From an optimization exercise on the open Yosys and OpenROAD flow, aimed at small area, a short achievable clock period and few clock cycles per item; shortcuts taken in it are not production practice.
RTL that was checked went through simulation tests only; none was proved equivalent to the original.

## build 35
## smu_dac_conv
module smu_dac_conv (
    input  wire        clk,
    input  wire        rst,         
    input  wire        in_valid,
    output wire        in_ready,
    input  wire [3:0]  in_role,     
    input  wire [7:0]  in_range,    
    input  wire [31:0] in_x,        
    input  wire [31:0] in_cllv,     
    input  wire [31:0] in_clhv,     
    output wire        out_valid,
    input  wire        out_ready,
    output wire [15:0] out_code,
    output wire        out_err      
);
clock: 40.0 ns
lec_check: 0
abc_area: 1
cap_margin: 50
core_margin: 2
core_utilization: 60
cts_buf_list: sky130_fd_sc_hd__clkbuf_16
cts_cluster_diameter: 100
cts_cluster_size: 20
slew_margin: 65
standard.sh (not shown) runs the stock make flow with config.mk's settings and CLKGATE_MAP_FILE= SYNTH_SCRIPT=/design/flow/synth_recipe.tcl, a recipe that flattens the netlist after the stock synthesis.
==> flow/flow/run.sh <==
#!/bin/bash
# The standard layout, with plain buffers (sky130_fd_sc_hd__buf_1) on the ports
# instead of the delay buffers buffer_ports picks by default.
set -euo pipefail
bash standard.sh "BUFFER_PORTS_ARGS=-buffer_cell sky130_fd_sc_hd__buf_1" finish > standard.log 2>&1
Build 35 was carried through to the last stage, and its layout satisfied the timing, design-rule and antenna checks.
Testbench counts of build 35, summed over its fixed seeds: cycles 4,832, items 4,800.
Input changes introduced in build 60 (baseline for comparison: build 35):
- a change of SLEW_MARGIN from 65 to 70
- a change of CORE_UTILIZATION from 60 to 67
Findings:
Per the comparison of build 60 with build 35, register-to-register setup slack went up 100 ps; insertion delay of the later-clocked pin in the worst-skew pair held; wire length of the first global-routing pass went up 3200 um; final area held; number of antenna violations at the first check in global routing held.
[inputs] build 19 vs build 60
- a change of CORE_UTILIZATION from 67 to 60
- a change of CAP_MARGIN from 50 to 35
## What came out
- Going from build 60 to build 19, global-route usage shrinks by 3.5 points.
- The multi-input gate share of total cell area on build 60 is in line with that on build 19.
- Diff build 60 and build 19: number of global-route vias before repair lower in build 19
- Post-route worst hold slack: higher on build 60
- Build 19 gives less routed wire length than build 60 did.
- Changes observed in build 19 relative to build 60: share of the clock period used by the worst path after layout neither gained nor lost much, final area picked up an extra about 0.34%, maximum clock frequency neither gained nor lost much.
- Run comparison: build 60 critical path capture point out_code[15]; build 19 critical path capture point out_code[1]
- For build 60, the launch point of the critical path was ob[15], unlike build 19, where it was ob[1].
diff inputs: build 19 => build 67
- changing CTS_CLUSTER_DIAMETER from 100 to 200
- changing CAP_MARGIN from 35 to 50
[summary]
- Every stage of the flow completed for build 67, and the final layout passed the timing, design-rule and antenna checks.
- Between build 19 and build 67, the final-stage net count does not differ in any meaningful way.
- Diff build 19 -> build 67: overall track demand over capacity in global routing shows no meaningful change, final critical-path setup slack shows an increase of 11 ps, total vias in the final route shows no meaningful change, number of max-cap violations shows no meaningful change, met3 track demand over resource in global routing shows no meaningful change.
[inputs] build 25 vs build 67
- CTS_CLUSTER_DIAMETER now 100, was 200
- SLEW_MARGIN now 60, was 70
--- outcome ---
Compared with build 67, in build 25 buffers plus inverters on the worst setup path shows no meaningful change; global-route usage down 0.27 points; clock-buffer cell count saw an increase. Number of flip-flops and latches came out exactly the same in build 25 and build 67. Register-to-register slack down 240 ps in build 25 wrt build 67. Looking at build 25 and build 67, the routed wire length is a wash. The run showing the greater area added between synthesis and finish is build 67. There was hardly any difference in via-per-instance ratio between build 25 and build 67. In the flow results for build 25 and build 67, the post-place instance area is larger on build 67. On sequential share of layout area, build 25 and build 67 are neck and neck.
## Diff of input files: build 29 against build 25
- swapping 60 for 75 in SLEW_MARGIN
--- outcome ---
In the flow results for build 29 and build 25, the cell area after placement is smaller on build 25. Relative to build 25, non-clock buffer count increased by 7.3% in build 29. On cell count, build 25 tracks build 29 almost exactly. On wire length, build 29 tracks build 25 almost exactly.

========
exp/harbor:
smu_dac_conv, a different RTL version from the one above (not shown whole).
For scale: about 3,700 cells after synthesis, ~280 flip-flops, about 130 I/O pins.
clock: 40.0 ns
lec_check: 0
abc_area: 1
cap_margin: 20
core_margin: 2
core_utilization: 40
cts_buf_list: sky130_fd_sc_hd__clkbuf_4 sky130_fd_sc_hd__clkbuf_8
slew_margin: 20
run.sh (not shown) runs the stock make flow with config.mk's settings and CLKGATE_MAP_FILE= SYNTH_SCRIPT=/design/flow/synth_recipe.tcl, a recipe that flattens the netlist after the stock synthesis.
Stock flow here: none of the scripts above is used.
exp/harbor: all stages complete, timing, DRC and antenna checks passed
Inputs modified between exp/harbor and exp/pepper:
- CTS_BUF_LIST removed (was sky130_fd_sc_hd__clkbuf_4 sky130_fd_sc_hd__clkbuf_8)
==> comparison <==
Taking exp/harbor as the reference, in exp/pepper critical path depth up 6; final layout net count decreased by about 0.34% relative to the old numbers.
Across both runs, number of global-route vias before repair was lower for exp/pepper than for exp/harbor.
exp/pepper and exp/harbor ended up with roughly the same total number of vias.
The final instance count without filler cells in exp/pepper was lower than what exp/harbor gave.
Looking at exp/harbor and exp/pepper, the total global routing track utilization is a wash.
Share of layout cells above drive strength 1 (exp/pepper over exp/harbor): decrease, 0.72 points
Amount of wire on met3 after detailed routing (exp/harbor / exp/pepper): 1.09
Diff exp/pepper..exp/harbor | post-cts hold buffer count | unchanged
Edits applied to the flow inputs when going from exp/pepper to exp/xenon:
- CTS_BUF_LIST: unset -> sky130_fd_sc_hd__clkbuf_4 sky130_fd_sc_hd__clkbuf_8
==> flow/flow/run.sh (new file) <==
#!/bin/bash
# The standard layout, with plain buffers (sky130_fd_sc_hd__buf_2) on the ports
# instead of the delay buffers buffer_ports picks by default.
set -euo pipefail
bash standard.sh "BUFFER_PORTS_ARGS=-buffer_cell sky130_fd_sc_hd__buf_2" finish > standard.log 2>&1
==> flow/standard.sh (new file) <==
#!/bin/bash
# synth_recipe.tcl (not shown) runs the flow's synth.tcl, then flattens the netlist and writes it again
# the make line also repeats each setting of config.mk as NAME=value (left out here)
make -C /OpenROAD-flow-scripts/flow DESIGN_CONFIG=/design/flow/config.mk WORK_HOME=/design/flow/orfs CLKGATE_MAP_FILE= SYNTH_SCRIPT=/design/flow/synth_recipe.tcl "${@:-finish}"
removed: flow/run.sh
Results
- Per the comparison of exp/xenon with exp/pepper, critical path depth closely matched the old numbers; fmax comparable.
No run of this note included a check of the RTL's function; only the layout flow was run.

[re-timing with driven ports]
How much do the figures lean on ideal ports? The routed layouts below were timed once more, with nothing changed but the port constraints.
Step 1: set_driving_cell puts a clkbuf_16 on clk and a buf_2 on each other input, an assumption about the parent block.
Step 2 also shifts input and output timing later by t, the mid clock arrival at the registers, as if the neighbouring blocks saw the same clock.
Slacks: no drivers / after step 1 / after step 2; pairs: no drivers / after step 1.
run | shift t [ns] | slack for setup (ns) | hold slack, ns | worst setup path after step 2 | cell pins on the clock port's net
build 35 | 0.589 | 30.886 / 30.874 / 30.496 | 0.329 / 0.329 / 0.329 | input to register | 1
build 60 | 0.593 | 30.923 / 30.863 / 30.727 | 0.335 / 0.335 / 0.335 | input to register | 1
build 19 | 0.585 | 30.921 / 30.863 / 30.623 | 0.330 / 0.330 / 0.330 | input to register | 1
build 67 | 0.585 | 30.932 / 30.875 / 30.619 | 0.334 / 0.334 / 0.334 | input to register | 1
build 25 | 0.589 | 30.916 / 30.861 / 30.506 | 0.328 / 0.328 / 0.328 | input to register | 1
build 29 | 0.587 | 30.927 / 30.870 / 30.622 | 0.329 / 0.329 / 0.329 | input to register | 1
exp/harbor | 0.693 | 30.435 / 30.377 / 29.887 | 0.328 / 0.328 / 0.328 | input to register | 1
exp/pepper | 0.607 | 30.496 / 30.466 / 29.925 | 0.326 / 0.326 / 0.326 | input to register | 1
exp/xenon | 0.682 | 30.505 / 30.547 / 29.864 | 0.334 / 0.334 / 0.334 | input to register | 1
After both steps setup and hold are still met in every run listed. For exp/xenon, which loses most, drivers alone change the setup slack by +0.042 ns; drivers and shift together by -0.641 ns.
